What follows belongs to an exercise in optimizing a design on an open flow for small area, a short achievable clock period and few clock cycles per item; a production flow would make more cautious choices.
Function was checked by simulation only, so behaviour that the tests miss may differ from the original.
Power figures rest on the tool's default switching activity, not on a simulated workload.

### flow/config.mk
export PLATFORM = sky130hd
export DESIGN_NAME = pfs_softdec
export DESIGN_NICKNAME = pfs_softdec
export VERILOG_FILES = /design/flow/design.v
export SDC_FILE = /design/flow/constraint.sdc
export NUM_CORES = 4
export LEC_CHECK = 0
export CAP_MARGIN = 20
export CORE_MARGIN = 2
export CORE_UTILIZATION = 40
export SLEW_MARGIN = 20
### flow/constraint.sdc
create_clock -name core_clock -period 14.0 [get_ports {clk}]
set_input_delay 2.8000 -clock core_clock [delete_from_list [all_inputs] [get_ports {clk}]]
set_output_delay 2.8000 -clock core_clock [all_outputs]
set_load 0.01 [all_outputs]
### flow/design.v
module pfs_softdec (
  input  wire        clk,
  input  wire        rst,
  input  wire        cmd_valid,
  output wire        cmd_ready,
  input  wire [15:0] cmd_len,
  input  wire [2:0]  cmd_ed,
  input  wire [1:0]  cmd_inner,
  input  wire [1:0]  cmd_outer,
  input  wire        in_valid,
  output wire        in_ready,
  input  wire [7:0]  in_data,
  output reg         out_valid,
  input  wire        out_ready,
  output wire [7:0]  out_data,
  output reg         res_valid,
  output reg         res_ok
);
  reg        busy;
  reg [2:0]  ed_r;
  reg        inner_h, outer_h;
  wire       mlm = inner_h | outer_h;      
  wire       hdm = inner_h & outer_h;      
  assign cmd_ready = ~busy;
  wire   cmd_take  = cmd_valid & ~busy;
  reg        in_ready_r;
  assign in_ready = in_ready_r;
  wire   take = in_valid & in_ready_r;
  reg [7:0]  ir;
  reg        iv;
  reg [3:0]  q;
  reg [2:0]  q_cnt;
  wire       q_has = (q_cnt != 3'd0);
  wire       q_out = q[q_cnt[1:0] - 2'd1];
  wire       q_deq;
  reg [2:0]  k;           
  reg        cmp;         
  reg [10:0] acc [0:7];
  wire       q_free = (q_cnt == 3'd0) | ((q_cnt == 3'd1) & q_deq);
  wire       nib_wr = cmp & q_free;
  wire       ml_go  = iv & (~cmp | q_free);
  function [2:0] xcol(input [2:0] kk);
    case (kk)
      3'd0: xcol = 3'b111;
      3'd1: xcol = 3'b110;
      3'd2: xcol = 3'b101;
      3'd3: xcol = 3'b011;
      3'd4: xcol = 3'b100;
      3'd5: xcol = 3'b010;
      default: xcol = 3'b001;
    endcase
  endfunction
  wire [2:0]  xk = xcol(k);
  wire [10:0] ue = {{4{~ir[7]}}, ~ir[7], ir[6:0]};    
  integer a;
  reg [10:0] acc_n [0:7];
  always @(*) begin
    for (a = 0; a < 8; a = a + 1) begin : accn
      reg s;
      reg [10:0] base;
      s    = ^(a[2:0] & xk);
      base = (k == 3'd0) ? ((a == 0) ? 11'd3 : 11'h7FF) : acc[a];
      acc_n[a] = base + (s ? ~ue : ue) + {10'd0, s};
    end
  end
  reg [9:0]  lm [0:7];
  reg [3:0]  ld [0:7];
  reg [9:0]  m1 [0:3];
  reg [3:0]  d1 [0:3];
  reg [9:0]  m2 [0:1];
  reg [3:0]  d2 [0:1];
  reg [3:0]  nib;
  integer b;
  always @(*) begin
    for (b = 0; b < 8; b = b + 1) begin : leaf
      reg sg;
      reg [3:0] dd;
      sg    = acc[b][10];
      lm[b] = acc[b][9:0] ^ {10{sg}};
      dd    = {^(b[2:0] & 3'b111), ^(b[2:0] & 3'b110), ^(b[2:0] & 3'b101), ^(b[2:0] & 3'b011)};
      ld[b] = sg ? dd : ~dd;
    end
    for (b = 0; b < 4; b = b + 1)
      if ({lm[2*b+1], ~ld[2*b+1]} > {lm[2*b], ~ld[2*b]}) begin
        m1[b] = lm[2*b+1]; d1[b] = ld[2*b+1];
      end else begin
        m1[b] = lm[2*b];   d1[b] = ld[2*b];
      end
    for (b = 0; b < 2; b = b + 1)
      if ({m1[2*b+1], ~d1[2*b+1]} > {m1[2*b], ~d1[2*b]}) begin
        m2[b] = m1[2*b+1]; d2[b] = d1[2*b+1];
      end else begin
        m2[b] = m1[2*b];   d2[b] = d1[2*b];
      end
    nib = ({m2[1], ~d2[1]} > {m2[0], ~d2[0]}) ? d2[1] : d2[0];
  end
  reg [2:0]  j;
  reg [3:0]  hd;
  reg [2:0]  syn;
  reg [3:0]  q2;
  reg [2:0]  q2_cnt;
  wire       q2_deq;
  wire       q2_free = (q2_cnt == 3'd0) | ((q2_cnt == 3'd1) & q2_deq);
  wire       hd_go   = hdm & q_has & ((j != 3'd6) | q2_free);
  wire [2:0] xj      = xcol(j);
  wire [2:0] syn_n   = syn ^ (q_out ? xj : 3'b000);
  reg  [3:0] hd_fix;
  always @(*) begin
    case (syn_n)
      3'b011:  hd_fix = hd ^ 4'b0001;
      3'b101:  hd_fix = hd ^ 4'b0010;
      3'b110:  hd_fix = hd ^ 4'b0100;
      3'b111:  hd_fix = hd ^ 4'b1000;
      default: hd_fix = hd;
    endcase
  end
  reg [7:0]  sreg;
  reg [2:0]  bitcnt;
  reg [15:0] bc;
  reg        kph;
  reg        done;
  reg [31:0] crc;
  reg        ok;
  reg [2:0]  vpos;
  reg        cwpar;
  assign out_data = sreg;
  wire       fb_v    = hdm ? (q2_cnt != 3'd0) : q_has;
  wire       fb_b    = hdm ? q2[3] : q_out;
  wire       faccept = done | ~out_valid | out_ready;
  wire       fgo     = fb_v & faccept;
  wire       fuse    = fgo & ~done;
  assign q2_deq = hdm & fgo;
  assign q_deq  = hdm ? hd_go : fgo;
  wire       ed_chk  = (ed_r == 3'd2);
  wire       ed_crc  = ed_r[2] | (ed_r == 3'd3);
  wire       inv     = kph & (ed_r == 3'd6);
  wire       fbk     = crc[31] ^ fb_b ^ inv;
  reg [31:0] poly;
  always @(*) begin
    case (ed_r)
      3'd3:    poly = 32'h07000000;
      3'd4:    poly = 32'h10210000;
      3'd5:    poly = 32'h864CFB00;
      default: poly = 32'h04C11DB7;
    endcase
  end
  wire [31:0] crc_step = {crc[30:0], 1'b0} ^ (fbk ? poly : 32'h0);
  wire [7:0]  byte_now = {sreg[6:0], fb_b};
  wire        byte_end = fuse & (bitcnt == 3'd7);
  wire        bc_last  = (bc == 16'd1);
  function [2:0] key_len(input [2:0] e);
    case (e)
      3'd2, 3'd3: key_len = 3'd1;
      3'd4:       key_len = 3'd2;
      3'd5:       key_len = 3'd3;
      3'd6:       key_len = 3'd4;
      default:    key_len = 3'd0;
    endcase
  endfunction
  function [31:0] crc_init(input [2:0] e);
    case (e)
      3'd4:    crc_init = 32'hFFFF0000;
      3'd5:    crc_init = 32'hB704CE00;
      3'd6:    crc_init = 32'hFFFFFFFF;
      default: crc_init = 32'h00000000;
    endcase
  endfunction
  wire in_done = ~mlm | ((vpos == 3'd0) & ~cwpar);
  wire finish  = busy & done & in_done & ~out_valid;
  wire       busy_n = cmd_take | (busy & ~finish);
  wire       iv_n   = ~cmd_take & ((take & mlm) | (iv & ~ml_go));
  wire       cmp_n  = ~cmd_take & ((ml_go & (k == 3'd6)) | (cmp & ~nib_wr));
  reg  [2:0] q_cnt_n;
  always @(*) begin
    if (cmd_take)          q_cnt_n = 3'd0;
    else if (nib_wr)       q_cnt_n = 3'd4;
    else if (take & ~mlm)  q_cnt_n = q_cnt + {2'b00, ~q_deq};
    else                   q_cnt_n = q_cnt - {2'b00, q_deq};
  end
  wire mlm_n = cmd_take ? ((cmd_inner == 2'd2) | (cmd_outer == 2'd2)) : mlm;
  wire in_ready_n = busy_n & (mlm_n ? (~iv_n | ~cmp_n | (q_cnt_n == 3'd0))
                                    : (q_cnt_n != 3'd4));
  always @(posedge clk) begin
    if (take) ir <= in_data;
    if (rst) begin
      busy       <= 1'b0;
      in_ready_r <= 1'b0;
      out_valid  <= 1'b0;
      res_valid  <= 1'b0;
      iv         <= 1'b0;
      cmp        <= 1'b0;
      q_cnt      <= 3'd0;
      q2_cnt     <= 3'd0;
      done       <= 1'b1;
    end else begin
      busy       <= busy_n;
      in_ready_r <= in_ready_n;
      iv         <= iv_n;
      cmp        <= cmp_n;
      q_cnt      <= q_cnt_n;
      res_valid  <= finish;
      if (finish)
        res_ok <= ed_chk ? (crc[31:24] == 8'h00) : ok;
      if (byte_end & ~kph)
        out_valid <= 1'b1;
      else if (out_ready)
        out_valid <= 1'b0;
      if (cmd_take) begin
        ed_r    <= cmd_ed;
        inner_h <= (cmd_inner == 2'd2);
        outer_h <= (cmd_outer == 2'd2);
        k       <= 3'd0;
        j       <= 3'd0;
        syn     <= 3'd0;
        q2_cnt  <= 3'd0;
        bitcnt  <= 3'd0;
        bc      <= cmd_len;
        kph     <= 1'b0;
        done    <= 1'b0;
        crc     <= crc_init(cmd_ed);
        ok      <= 1'b1;
        vpos    <= 3'd0;
        cwpar   <= 1'b0;
      end else begin
        if (take) vpos <= vpos + 3'd1;
        if (ml_go) begin
          for (a = 0; a < 8; a = a + 1) acc[a] <= acc_n[a];
          k <= (k == 3'd6) ? 3'd0 : k + 3'd1;
          if (k == 3'd6) cwpar <= ~cwpar;
        end
        if (nib_wr)
          q <= nib;
        else if (take & ~mlm)
          q <= {q[2:0], in_data[7]};
        if (hd_go) begin
          if (j[2] == 1'b0) hd <= {hd[2:0], q_out};
          if (j == 3'd6) begin
            j   <= 3'd0;
            syn <= 3'd0;
            q2  <= hd_fix;
          end else begin
            j   <= j + 3'd1;
            syn <= syn_n;
          end
        end
        if (hd_go & (j == 3'd6))
          q2_cnt <= 3'd4;
        else if (q2_deq) begin
          q2_cnt <= q2_cnt - 3'd1;
          q2     <= {q2[2:0], 1'b0};
        end
        if (fuse) begin
          sreg   <= byte_now;
          bitcnt <= bitcnt + 3'd1;
          if (ed_crc) crc <= crc_step;
          if (kph & ed_crc & fbk) ok <= 1'b0;
          if (byte_end) begin
            if (ed_chk) crc[31:24] <= crc[31:24] + byte_now;
            if (bc_last) begin
              if (~kph & (key_len(ed_r) != 3'd0)) begin
                kph <= 1'b1;
                bc  <= {13'd0, key_len(ed_r)};
              end else
                done <= 1'b1;
            end else
              bc <= bc - 16'd1;
          end
        end
      end
    end
  end
endmodule
### flow/run.sh
#!/bin/bash
# synth_recipe.tcl (not shown) runs the flow's synth.tcl, then flattens the netlist and writes it again
# the make line also repeats each setting of config.mk as NAME=value (left out here)
make -C /OpenROAD-flow-scripts/flow DESIGN_CONFIG=/design/flow/config.mk WORK_HOME=/design/flow/orfs CLKGATE_MAP_FILE= SYNTH_SCRIPT=/design/flow/synth_recipe.tcl finish
==> results of run 1 <==
logic make-up after synthesis:
family / count (synthesis) / synth area share
adders and majority gates: 202 / 0.152
muxes: 13 / 0.00878
buffers and inverters: 149 / 0.0337
AOI/OAI and AO/OA: 463 / 0.176
xor gates and xnor gates: 257 / 0.133
DFF: 201 / 0.345
and+or+nand+nor: 506 / 0.150
worst paths after layout:
check,from,endpoint,slack (ps),cells past startpoint
min reg2reg,hd[0],hd[1],470,0
max,acc[5][10],q[2],7100,23
min,hd[0],hd[1],470,0
max reg2reg,acc[5][10],q[2],7100,23
worst max-delay path: stages, from the launching register on:
cell and delay [ps]:
sky130_fd_sc_hd__edfxtp_1 740, sky130_fd_sc_hd__xor2_1 260, sky130_fd_sc_hd__ha_1 280, sky130_fd_sc_hd__a211o_1 270
sky130_fd_sc_hd__or3_1 330, sky130_fd_sc_hd__a211oi_2 510, sky130_fd_sc_hd__o21ai_0 320, sky130_fd_sc_hd__o31ai_1 200
sky130_fd_sc_hd__ha_1 240, sky130_fd_sc_hd__o21ai_0 70, sky130_fd_sc_hd__o21ai_0 140, sky130_fd_sc_hd__o211ai_1 110
sky130_fd_sc_hd__o2111ai_1 260, sky130_fd_sc_hd__and2_0 840, sky130_fd_sc_hd__nor2_1 110, sky130_fd_sc_hd__a21o_1 190
sky130_fd_sc_hd__ha_1 300, sky130_fd_sc_hd__a211o_1 260, sky130_fd_sc_hd__o211ai_1 90, sky130_fd_sc_hd__a21oi_1 90
sky130_fd_sc_hd__o31a_1 290, sky130_fd_sc_hd__o31ai_1 400, sky130_fd_sc_hd__a211oi_1 110, sky130_fd_sc_hd__o21ai_0 270
power by group through the flow:
stage	clock, mW	combinational [mW]	sequential (mW)
2_1_floorplan	0	0.515	0.755
3_3_place_gp	0	0.636	0.770
3_5_place_dp	0	0.651	0.771
4_1_cts	0.743	0.658	0.759
5_1_grt	0.764	0.737	0.763
6_report	0.725	0.653	0.758
flip-flops by register name, summed over array words and instances (netlist names), 4 cells and up:
register	cells
sreg	8
hd	4
ir	8
bc	16
crc	32
acc	88
q	4
q2	4
final cells by class:
| type | count | area, sq um | area share |
|---|---|---|---|
| Inverter | 71 | 267 | 0.0140 |
| Multi-Input combinational cell | 1441 | 10700 | 0.561 |
| Timing Repair Buffer | 64 | 601 | 0.0315 |
| Tap cell | 539 | 674 | 0.0354 |
| Sequential cell | 201 | 5910 | 0.310 |
| Clock buffer | 29 | 641 | 0.0337 |
| Clock inverter | 17 | 267 | 0.0140 |
cell usage in the layout (no fill, tap or decap), drive strengths merged, types with 46 or more instances in the layout:
master / count
edfxtp: 188
xnor2: 165
nor2: 137
o21ai: 103
clkdlybuf4s50: 48
inv: 72
ha: 192
xor2: 92
a21oi: 131
nand2b: 71
o31ai: 46
nand2: 110
metal layers:
metal	up-vias	global-route usage	part of all wire	wire length, um
met5	-	0	0	0
met4	0	0.0544	0.028	1160
li1	6528	-	-	-
met3	62	0.0262	0.042	1700
met2	261	0.325	0.48	19700
met1	6183	0.239	0.45	18500
==> reports/summary.txt, run 1 <==
Comb power frac: 0.306
net count reported at finish: 2042
final critical-path setup slack: 7100 ps
Synth warnings: 9
CP arrival: 7280 ps
first-pass detailed-route iteration total: 7
Resize count post-CTS: 0
largest area contributor in the netlist: sky130_fd_sc_hd__edfxtp_1
Max clock buf depth: 3
VDD IR max: 82.6 uV
Clock power frac: 0.339
number of flops mapped to enable cells by yosys: 188
top-area cell type share of the netlist area: 0.330
unique cell type count in the Yosys netlist: 90
number of standard cells in the layout, taps in and fillers out: 2362
RSZ-0062 raised after global routing: false
critical path required time: 14380 ps
sort of element at the end of the critical path: register
total instance count after detailed placement: 2316
Post-CTS Hold Buffers: 0
switching power summed over all nets: 683 uW
Die Ht: 211 um
count of pins over their slew limit: 0
share of synthesized registers carrying an async set or reset: 0
CTS tree: built
die footprint: 44400 sq um
horizontal die dimension: 211 um
critical path launch point type: register
top-level I/O count: 49
Core ar.: 42000 sq um
final hold violation count: 0
number of maximum-capacitance constraint violations: 0
# clock sinks: 201
Antenna Diode Count: 0
dominant cell by count in the synthesized netlist: sky130_fd_sc_hd__ha_1
share of synthesized area occupied by flip-flops and latches: 0.345
final critical-path required period: 6900 ps
via total after detailed routing: 13034
sequential group share of total power: 0.355
H-tree levels: 1
Syn Nets: 2029
detail-routed net length per standard cell: 17.4 um
final-report setup violation count: 0
detailed-placement wirelength estimate: 29800 um
Max Clock Freq: 145 MHz
dominant register cell in the synthesized netlist: sky130_fd_sc_hd__edfxtp_1
kind of critical path: reg -> reg
all-layer global routing usage: 0.186
maximum number of pins on one net before global-route repair: 79
total number of placement rows: 75
starting density of the core: 0.407
Worst slew margin: 0.288
root buffer cell: sky130_fd_sc_hd__clkbuf_16
Place WS: 6970 ps
Post-DRT Antenna Nets: 0
status: complete, no violations
Post-Route WL: 41000 um
DR DRC count: 0
Synth Cell Area: 17100 sq um
vias per cell: 5.52
switching part of the total: 0.320
static leakage power: 7.29 nW
ratio of final minimum period to clock period: 0.493
remaining global-route overflow: 0
dpl cell area: 18100 sq um
buffer count from post-CTS setup fixing: 0
synthesized flop and latch total: 201
initial DRC count: 722
Pint: 1.45 mW
clock tree skew after final layout: 18.0 ps
Hold Slack: 472 ps
type of the tightest min-delay check: reg -> reg
final std cell area, no fill: 19000 sq um
Critical Path Fanout Max: 22
number of global-route vias before repair: 13122
later-pin clock latency in the skew report: 570 ps
final weighted congestion in routability-driven placement: 0.913
gate count after technology mapping: 1791
fraction of layout cells with a size suffix above 1: 0.0631
actual transition at the worst max-transition pin: 1060 ps
Pwr Total: 2.14 mW
Num CTS Buffers: 25
ranking of synthesized cells by area: sky130_fd_sc_hd__edfxtp_1 (33%), sky130_fd_sc_hd__ha_1 (14%), sky130_fd_sc_hd__xnor2_1 (8.4%), sky130_fd_sc_hd__xor2_1 (4.7%), sky130_fd_sc_hd__a21oi_1 (3.7%)
synthesized area divided by synthesized cell count: 9.55 sq um
pwr/cell area: 112 nW/um^2
Filler Cells Inserted: 4073
post-CTS clock slew at the launch and capture registers of the worst setup and hold paths: 60 ps
first-pass GRT wire length: 66800 um
sum of negative setup slack: 0 ps
Port Buffer Count: 48
Commonest cells post-synth: sky130_fd_sc_hd__ha_1 (192), sky130_fd_sc_hd__edfxtp_1 (188), sky130_fd_sc_hd__xnor2_1 (164), sky130_fd_sc_hd__nor2_1 (136), sky130_fd_sc_hd__a21oi_1 (128)
core occupancy in the finished layout: 0.453
initial antenna violation count: 0
area delta synth->final: 11.3%
Testbench counts, summed over its fixed seeds: cycles 79,725, items 4,540.
==> run 2, diff against run 1 <==
--- a/flow/design.v
+++ b/flow/design.v
@@ -35,10 +35,12 @@
   wire       q_deq;
   reg [2:0]  k;           
   reg        cmp;         
+  reg        cmp2;        
   reg [10:0] acc [0:7];
-  wire       q_free = (q_cnt == 3'd0) | ((q_cnt == 3'd1) & q_deq);
-  wire       nib_wr = cmp & q_free;
-  wire       ml_go  = iv & (~cmp | q_free);
+  reg [13:0] fin [0:1];   
+  wire       fire_a = cmp & ~cmp2 & (q_cnt == 3'd0);
+  wire       nib_wr = cmp2;
+  wire       ml_go  = iv & (~cmp | fire_a);
   function [2:0] xcol(input [2:0] kk);
     case (kk)
       3'd0: xcol = 3'b111;
@@ -52,6 +54,17 @@
   endfunction
   wire [2:0]  xk = xcol(k);
   wire [10:0] ue = {{4{~ir[7]}}, ~ir[7], ir[6:0]};    
+  function [10:0] radd(input [10:0] x, input [10:0] y);
+    integer i;
+    reg c;
+    begin
+      c = 1'b0;
+      for (i = 0; i < 11; i = i + 1) begin
+        radd[i] = x[i] ^ y[i] ^ c;
+        c = (x[i] & y[i]) | (x[i] & c) | (y[i] & c);
+      end
+    end
+  endfunction
   integer a;
   reg [10:0] acc_n [0:7];
   always @(*) begin
@@ -59,8 +72,8 @@
       reg s;
       reg [10:0] base;
       s    = ^(a[2:0] & xk);
-      base = (k == 3'd0) ? ((a == 0) ? 11'd3 : 11'h7FF) : acc[a];
-      acc_n[a] = base + (s ? ~ue : ue) + {10'd0, s};
+      base = (ml_go & (k == 3'd0)) ? 11'd3 : acc[a];
+      acc_n[a] = radd(base, (s ? ~ue : ue) & {11{ml_go}});
     end
   end
   reg [9:0]  lm [0:7];
@@ -69,7 +82,6 @@
   reg [3:0]  d1 [0:3];
   reg [9:0]  m2 [0:1];
   reg [3:0]  d2 [0:1];
-  reg [3:0]  nib;
   integer b;
   always @(*) begin
     for (b = 0; b < 8; b = b + 1) begin : leaf
@@ -92,16 +104,16 @@
       end else begin
         m2[b] = m1[2*b];   d2[b] = d1[2*b];
       end
-    nib = ({m2[1], ~d2[1]} > {m2[0], ~d2[0]}) ? d2[1] : d2[0];
-  end
+  end
+  wire [3:0] nib = ({fin[1][13:4], ~fin[1][3:0]} > {fin[0][13:4], ~fin[0][3:0]})
+                   ? fin[1][3:0] : fin[0][3:0];
   reg [2:0]  j;
   reg [3:0]  hd;
   reg [2:0]  syn;
   reg [3:0]  q2;
   reg [2:0]  q2_cnt;
   wire       q2_deq;
-  wire       q2_free = (q2_cnt == 3'd0) | ((q2_cnt == 3'd1) & q2_deq);
-  wire       hd_go   = hdm & q_has & ((j != 3'd6) | q2_free);
+  wire       hd_go   = hdm & q_has & ((j != 3'd6) | (q2_cnt == 3'd0));
   wire [2:0] xj      = xcol(j);
   wire [2:0] syn_n   = syn ^ (q_out ? xj : 3'b000);
   reg  [3:0] hd_fix;
@@ -169,7 +181,8 @@
   wire finish  = busy & done & in_done & ~out_valid;
   wire       busy_n = cmd_take | (busy & ~finish);
   wire       iv_n   = ~cmd_take & ((take & mlm) | (iv & ~ml_go));
-  wire       cmp_n  = ~cmd_take & ((ml_go & (k == 3'd6)) | (cmp & ~nib_wr));
+  wire       cmp_n  = ~cmd_take & ((ml_go & (k == 3'd6)) | (cmp & ~fire_a));
+  wire       cmp2_n = ~cmd_take & fire_a;
   reg  [2:0] q_cnt_n;
   always @(*) begin
     if (cmd_take)          q_cnt_n = 3'd0;
@@ -178,10 +191,12 @@
     else                   q_cnt_n = q_cnt - {2'b00, q_deq};
   end
   wire mlm_n = cmd_take ? ((cmd_inner == 2'd2) | (cmd_outer == 2'd2)) : mlm;
-  wire in_ready_n = busy_n & (mlm_n ? (~iv_n | ~cmp_n | (q_cnt_n == 3'd0))
+  wire in_ready_n = busy_n & (mlm_n ? (~iv_n | ~cmp_n | ((q_cnt_n == 3'd0) & ~cmp2_n))
                                     : (q_cnt_n != 3'd4));
   always @(posedge clk) begin
     if (take) ir <= in_data;
+    fin[0] <= {m2[0], d2[0]};
+    fin[1] <= {m2[1], d2[1]};
     if (rst) begin
       busy       <= 1'b0;
       in_ready_r <= 1'b0;
@@ -189,6 +204,7 @@
       res_valid  <= 1'b0;
       iv         <= 1'b0;
       cmp        <= 1'b0;
+      cmp2       <= 1'b0;
       q_cnt      <= 3'd0;
       q2_cnt     <= 3'd0;
       done       <= 1'b1;
@@ -197,6 +213,7 @@
       in_ready_r <= in_ready_n;
       iv         <= iv_n;
       cmp        <= cmp_n;
+      cmp2       <= cmp2_n;
       q_cnt      <= q_cnt_n;
       res_valid  <= finish;
       if (finish)
@@ -223,8 +240,8 @@
         cwpar   <= 1'b0;
       end else begin
         if (take) vpos <= vpos + 3'd1;
+        for (a = 0; a < 8; a = a + 1) acc[a] <= acc_n[a];
         if (ml_go) begin
-          for (a = 0; a < 8; a = a + 1) acc[a] <= acc_n[a];
           k <= (k == 3'd6) ? 3'd0 : k + 3'd1;
           if (k == 3'd6) cwpar <= ~cwpar;
         end
--- a/flow/config.mk
+++ b/flow/config.mk
@@ -5,7 +5,7 @@
 export SDC_FILE = /design/flow/constraint.sdc
 export NUM_CORES = 4
 export LEC_CHECK = 0
-export CAP_MARGIN = 20
+export CAP_MARGIN = 70
 export CORE_MARGIN = 2
 export CORE_UTILIZATION = 40
-export SLEW_MARGIN = 20
+export SLEW_MARGIN = 70
==> run 2 against run 1 <==
Compared with the run above: via count is 16% lower; critical path depth is 1 higher; combinational power is about 40% higher; largest cell class unchanged.
==> reports/summary.txt, run 2 <==
critical path required time: 14320 ps
Antenna Diode Count: 0
net count reported at finish: 1842
root buffer cell: sky130_fd_sc_hd__clkbuf_16
all-layer global routing usage: 0.176
final weighted congestion in routability-driven placement: 0.813
Post-CTS Hold Buffers: 0
remaining global-route overflow: 0
Synth warnings: 10
largest area contributor in the netlist: sky130_fd_sc_hd__edfxtp_1
detailed-placement wirelength estimate: 27100 um
detail-routed net length per standard cell: 16.6 um
core occupancy in the finished layout: 0.463
Max clock buf depth: 3
number of flip-flops in the largest register: 88
share of synthesized area occupied by flip-flops and latches: 0.396
Filler Cells Inserted: 3786
type of the tightest min-delay check: reg -> reg
status: complete, no violations
H-tree levels: 1
most frequent standard cell in the layout excluding fill and tap cells: sky130_fd_sc_hd__edfxtp_1
ratio of final minimum period to clock period: 0.444
Post-DRT Antenna Nets: 0
top-level I/O count: 49
register name with the most flops: acc
Port Buffer Count: 48
final critical-path setup slack: 7780 ps
Place WS: 7800 ps
via total after detailed routing: 10889
pwr/cell area: 134 nW/um^2
later-pin clock latency in the skew report: 560 ps
number of flops mapped to enable cells by yosys: 188
commonest cells after routing, fill and taps aside: sky130_fd_sc_hd__edfxtp_1 (188), sky130_fd_sc_hd__inv_1 (131), sky130_fd_sc_hd__ha_1 (126)
CP arrival: 6530 ps
Core ar.: 40600 sq um
Critical Path Fanout Max: 58
buffer count from post-CTS setup fixing: 0
vias per cell: 5.04
dpl cell area: 17700 sq um
# clock sinks: 229
die footprint: 42400 sq um
synthesized flop and latch total: 229
initial DRC count: 504
Multi-input gate area: 9390 sq um
unique cell type count in the Yosys netlist: 66
dominant register cell in the synthesized netlist: sky130_fd_sc_hd__edfxtp_1
critical path launch point type: register
Die Ht: 206 um
post-CTS clock slew at the launch and capture registers of the worst setup and hold paths: 60 ps
Syn Nets: 1785
Post-Route WL: 35800 um
synthesized area divided by synthesized cell count: 10.5 sq um
total area of sequential cells: 6470 sq um
Pwr Total: 2.52 mW
clock tree skew after final layout: 16.0 ps
Commonest cells post-synth: sky130_fd_sc_hd__edfxtp_1 (188), sky130_fd_sc_hd__inv_1 (133), sky130_fd_sc_hd__ha_1 (126), sky130_fd_sc_hd__nor2_1 (126), sky130_fd_sc_hd__xor2_1 (105)
total instance count after detailed placement: 2102
maximum number of pins on one net before global-route repair: 81
initial antenna violation count: 0
final hold violation count: 0
Num CTS Buffers: 28
kind of critical path: reg -> reg
number of standard cells in the layout, taps in and fillers out: 2160
final critical-path required period: 6220 ps
DR DRC count: 0
dominant cell by count in the synthesized netlist: sky130_fd_sc_hd__edfxtp_1
Synth Cell Area: 16300 sq um
VDD IR max: 94.1 uV
share of synthesized registers carrying an async set or reset: 0
first-pass detailed-route iteration total: 4
fraction of layout cells with a size suffix above 1: 0.101
area delta synth->final: 14.9%
CTS tree: built
Hold Slack: 492 ps
ranking of synthesized cells by area: sky130_fd_sc_hd__edfxtp_1 (35%), sky130_fd_sc_hd__ha_1 (9.7%), sky130_fd_sc_hd__fa_1 (9.1%), sky130_fd_sc_hd__xor2_1 (5.6%), sky130_fd_sc_hd__dfxtp_1 (5.0%)
number of global-route vias before repair: 11168
gate count after technology mapping: 1549
RSZ-0062 raised after global routing: false
Max Clock Freq: 161 MHz
count of pins over their slew limit: 0
static leakage power: 7.79 nW
horizontal die dimension: 206 um
Worst slew margin: 0.715
number of maximum-capacitance constraint violations: 0
sum of negative setup slack: 0 ps
top-area cell type share of the netlist area: 0.346
first-pass GRT wire length: 59300 um
total number of placement rows: 74
final std cell area, no fill: 18800 sq um
actual transition at the worst max-transition pin: 428 ps
starting density of the core: 0.403
Resize count post-CTS: 0
sort of element at the end of the critical path: register
largest registers in the final layout: acc: 88 flops, crc: 32 flops, fin: 27 flops
final-report setup violation count: 0
## run 2: where the power goes
part	switching, mW	internal (mW)
clock network	0.296	0.398
registers	0.0609	0.851
logic	0.515	0.396
total	0.872	1.64
## run 2: final cells by class
| cell class | count | share of cell area |
|---|---|---|
| inverters | 134 | 0.0271 |
| well taps | 532 | 0.0355 |
| clock buffers | 41 | 0.0427 |
| clock inverters | 11 | 0.00460 |
| multi-input cells | 1116 | 0.500 |
| repair buffers | 97 | 0.0453 |
| flip-flops and latches | 229 | 0.345 |
## run 2: cells by family (layout without fill, tap and decap cells)
| logic type | count (synthesis) | in the layout | share of synthesized area |
|---|---|---|---|
| flops | 229 | 229 | 0.396 |
| mux | 72 | 72 | 0.0460 |
| compound gates | 224 | 224 | 0.0861 |
| xor+xnor | 200 | 200 | 0.110 |
| simple gates | 420 | 420 | 0.127 |
| fa+ha+maj | 200 | 200 | 0.187 |
| buf+inv | 204 | 283 | 0.0478 |
## run 2: worst paths after layout
| path | startpoint | end | slack (ps) | cells past startpoint |
|---|---|---|---|---|
| max | q_cnt[0] | acc[2][10] | 7780 | 24 |
| min | hd[1] | hd[2] | 490 | 0 |
| max reg2reg | q_cnt[0] | acc[2][10] | 7780 | 24 |
| min reg2reg | hd[1] | hd[2] | 490 | 0 |
## run 2: critical path, stage by stage, from the launching register on
cell	delay [ps]
sky130_fd_sc_hd__dfxtp_1	380
sky130_fd_sc_hd__inv_1	60
sky130_fd_sc_hd__ha_1	210
sky130_fd_sc_hd__nand2b_1	150
sky130_fd_sc_hd__o21ai_0	90
sky130_fd_sc_hd__buf_4	180
sky130_fd_sc_hd__and2_2	290
sky130_fd_sc_hd__nand3_2	120
sky130_fd_sc_hd__buf_8	180
sky130_fd_sc_hd__buf_12	230
sky130_fd_sc_hd__nand2b_1	90
sky130_fd_sc_hd__ha_1	190
sky130_fd_sc_hd__inv_1	60
sky130_fd_sc_hd__fa_1	160
sky130_fd_sc_hd__inv_1	50
sky130_fd_sc_hd__fa_1	390
sky130_fd_sc_hd__fa_1	390
sky130_fd_sc_hd__fa_1	400
sky130_fd_sc_hd__fa_1	400
sky130_fd_sc_hd__fa_1	400
sky130_fd_sc_hd__fa_1	390
sky130_fd_sc_hd__fa_1	390
sky130_fd_sc_hd__fa_1	380
sky130_fd_sc_hd__xor2_1	180
sky130_fd_sc_hd__xnor2_1	150
## run 2: per-layer routing
metal	global-route usage	share of wire
met2	0.290	0.47
met5	0	0
met1	0.240	0.47
met3	0.0295	0.037
met4	0.0487	0.026
Testbench counts of run 2, summed over its fixed seeds: cycles 79,864, items 4,540.
==> run 3, diff against run 2 <==
--- a/flow/config.mk
+++ b/flow/config.mk
@@ -5,7 +5,7 @@
 export SDC_FILE = /design/flow/constraint.sdc
 export NUM_CORES = 4
 export LEC_CHECK = 0
-export CAP_MARGIN = 70
+export CAP_MARGIN = 20
 export CORE_MARGIN = 2
 export CORE_UTILIZATION = 40
-export SLEW_MARGIN = 70
+export SLEW_MARGIN = 20
==> run 3 against run 2 <==
Compared with the run above: still clean; critical path depth down 4; worst hold slack worse by 5.7 ps; wire length down 1.1%; synthesized cell count unchanged; combinational power down 7.2%; fmax down 3.7%; critical endpoint is now acc[5][10]; highest routed layer unchanged.
==> reports/summary.txt, run 3 <==
all-layer global routing usage: 0.175
# clock sinks: 229
detail-routed net length per standard cell: 16.7 um
end point of the critical path: acc[5][10]
ratio of final minimum period to clock period: 0.461
maximum number of pins on one net before global-route repair: 81
VDD IR max: 81.3 uV
commonest cells after routing, fill and taps aside: sky130_fd_sc_hd__edfxtp_1 (188), sky130_fd_sc_hd__inv_1 (132), sky130_fd_sc_hd__nor2_1 (126), sky130_fd_sc_hd__ha_1 (126), sky130_fd_sc_hd__xor2_1 (105)
post-CTS clock slew at the launch and capture registers of the worst setup and hold paths: 60 ps
synthesized area divided by synthesized cell count: 10.5 sq um
CP Cell Sequence: inv_1 > ha_1 > nor2_1 > o221ai_4 > xor2_4 > xor2_1 > nor2_1 > ha_1 > inv_1 > fa_1 > inv_1 > fa_1 > fa_1 > fa_1 > fa_1 > fa_1 > fa_1 > fa_1 > fa_1 > xnor2_1
root buffer cell: sky130_fd_sc_hd__clkbuf_16
die footprint: 42400 sq um
final-report setup violation count: 0
buffer count from post-CTS setup fixing: 0
Critical Path Fanout Max: 18
Post-DRT Antenna Nets: 0
largest area contributor in the netlist: sky130_fd_sc_hd__edfxtp_1
ranking of synthesized cells by area: sky130_fd_sc_hd__edfxtp_1 (35%), sky130_fd_sc_hd__ha_1 (9.7%), sky130_fd_sc_hd__fa_1 (9.1%), sky130_fd_sc_hd__xor2_1 (5.6%), sky130_fd_sc_hd__dfxtp_1 (5.0%)
CTS tree: built
Antenna Diode Count: 0
total number of placement rows: 74
via total after detailed routing: 10681
Largest stage delay, worst path: 640 ps
status: complete, no violations
top-area cell type share of the netlist area: 0.346
sort of element at the end of the critical path: register
starting density of the core: 0.403
number of global-route vias before repair: 10916
gate count after technology mapping: 1549
first-pass GRT wire length: 58400 um
dominant cell by count in the synthesized netlist: sky130_fd_sc_hd__edfxtp_1
first-pass detailed-route iteration total: 4
most frequent standard cell in the layout excluding fill and tap cells: sky130_fd_sc_hd__edfxtp_1
kind of critical path: reg -> reg
Synth warnings: 10
final critical-path setup slack: 7540 ps
count of pins over their slew limit: 0
top-level I/O count: 49
Most common cell on crit path: sky130_fd_sc_hd__fa_1
unique cell type count in the Yosys netlist: 66
critical path required time: 14310 ps
actual transition at the worst max-transition pin: 918 ps
number of flip-flops in the largest register: 88
sum of negative setup slack: 0 ps
detailed-placement wirelength estimate: 26400 um
synthesized flop and latch total: 229
Worst slew margin: 0.388
hold-critical path depth: 0
static leakage power: 7.59 nW
final weighted congestion in routability-driven placement: 0.813
net count reported at finish: 1805
fraction of layout cells with a size suffix above 1: 0.0572
final critical-path required period: 6460 ps
Post-CTS Hold Buffers: 0
share of synthesized registers carrying an async set or reset: 0
Synth Cell Area: 16300 sq um
R2R depth: 20
Commonest cells post-synth: sky130_fd_sc_hd__edfxtp_1 (188), sky130_fd_sc_hd__inv_1 (133), sky130_fd_sc_hd__ha_1 (126), sky130_fd_sc_hd__nor2_1 (126), sky130_fd_sc_hd__xor2_1 (105)
area delta synth->final: 11.4%
initial DRC count: 563
reg-to-reg endpoint: acc[5][10]
Resize count post-CTS: 0
Place WS: 7520 ps
Die Ht: 206 um
later-pin clock latency in the skew report: 560 ps
Port Buffer Count: 48
Setup crit start: k[0]
H-tree levels: 1
DR DRC count: 0
dominant register cell in the synthesized netlist: sky130_fd_sc_hd__edfxtp_1
horizontal die dimension: 206 um
register name with the most flops: acc
remaining global-route overflow: 0
CP arrival: 6770 ps
RSZ-0062 raised after global routing: false
vias per cell: 5.03
largest registers in the final layout: acc: 88 flops, crc: 32 flops, fin: 27 flops
share of synthesized area occupied by flip-flops and latches: 0.396
clock tree skew after final layout: 18.3 ps
number of maximum-capacitance constraint violations: 0
Max clock buf depth: 3
startpoint of the lowest-slack register-to-register path: k[0]
Syn Nets: 1785
initial antenna violation count: 0
final hold violation count: 0
Pwr Total: 2.46 mW
Max Clock Freq: 155 MHz
number of flops mapped to enable cells by yosys: 188
Num CTS Buffers: 27
slowest library cell on the worst path: sky130_fd_sc_hd__o221ai_4
Core ar.: 40600 sq um
Post-Route WL: 35500 um
pwr/cell area: 135 nW/um^2
critical path launch point type: register
type of the tightest min-delay check: reg -> reg
Reg2Reg Setup Slack: 7540 ps
[run 3: cell count changes in the layout (fill, tap and decap cells not counted), sizes merged]
cell      change
buf          -36
clkbuf        -2
clkinv        -2
inv           +2
bufinv        +1
clkinvlp      -1
[run 3: per-layer routing]
| layer | global-route usage | routed length, um | vias to the layer above |
|---|---|---|---|
| met5 | 0 | 0 | - |
| met4 | 0.0342 | 584 | 0 |
| met3 | 0.0265 | 1470 | 32 |
| met2 | 0.289 | 16700 | 187 |
| met1 | 0.245 | 16700 | 5130 |
| li1 | - | - | 5332 |
[run 3: how the worst min path moves through the flow]
| stage | from | endpoint | slack, ps |
|---|---|---|---|
| 3_3_place_gp | hd[1] | hd[2] | 470 |
| 4_1_cts | cmp | cmp2 | 490 |
| 2_1_floorplan | hd[1] | hd[2] | 450 |
| 5_1_grt | hd[2] | hd[3] | 510 |
| 6_report | hd[2] | hd[3] | 490 |
| 3_5_place_dp | hd[1] | hd[2] | 480 |
[run 3: cell type report]
type	count	area, sq um
clock buffers	39	764
multi-input cells	1116	9110
clock inverters	11	101
inverters	134	504
well taps	532	666
fillers	3820	22400
flip-flops and latches	229	6470
repair buffers	61	578
[run 3: report_power, final]
part	internal, mW	switching (mW)
Clock	0.400	0.293
Sequential	0.851	0.0690
Combinational	0.363	0.482
[run 3: per-stage QoR]
stage	utilization	hold WS [ps]	cells	cell area, sq um
CTS	0.449	494	2122	18200
floorplan	-	448	1549	16300
detailed placement	0.427	476	2072	17300
global placement	0.427	469	2072	17300
finish	0.449	487	2122	18200
global route	0.449	513	2122	18200
[run 3: kinds of logic after synthesis]
kind of cell	synth area share
AND/OR/NAND/NOR	0.127
flip-flops	0.396
AO/OA/AOI/OAI	0.0861
buffers and inverters	0.0478
XOR/XNOR	0.110
adder cells (fa/ha/maj)	0.187
multiplexers	0.0460
[run 3: worst max-delay path: cells and delay by family, from the launching register on]
kind,cells,cell delay (ps)
AOI/OAI and AO/OA,1,640
xor gates and xnor gates,3,880
adders and majority gates,11,3830
buffers and inverters,3,240
DFF,1,440
and+or+nand+nor,2,190

-- static timing again, ports no longer ideal --
In the flow no input, the clock included, has a driving cell. The finished layouts below were timed again as built, in two steps. Step 1 assumes that a clkbuf_16 drives the clock port and a buf_2 every other input. Step 2 adds t to the input delays and takes it off the output delays; t is the mean of the earliest and latest rising clock arrival at the registers after step 1. Input paths then give back, and output paths get back, about the clock's delay inside the block. Three values: ideal, step 1, step 2; two values: the first two.
run	shift t [ns]	setup WS [ns]	worst hold slack (ns)	slew at the worst register clock pin (ns)	pins driven straight from the clock port
run 1	0.608	7.102 / 7.102 / 7.102	0.472 / 0.472 / 0.472	0.07 / 0.07	1
run 2	0.605	7.784 / 7.784 / 7.784	0.492 / 0.492 / 0.492	0.06 / 0.06	1
run 3	0.607	7.542 / 7.542 / 7.542	0.487 / 0.487 / 0.487	0.07 / 0.07	1
After both steps every run listed still meets setup and hold.
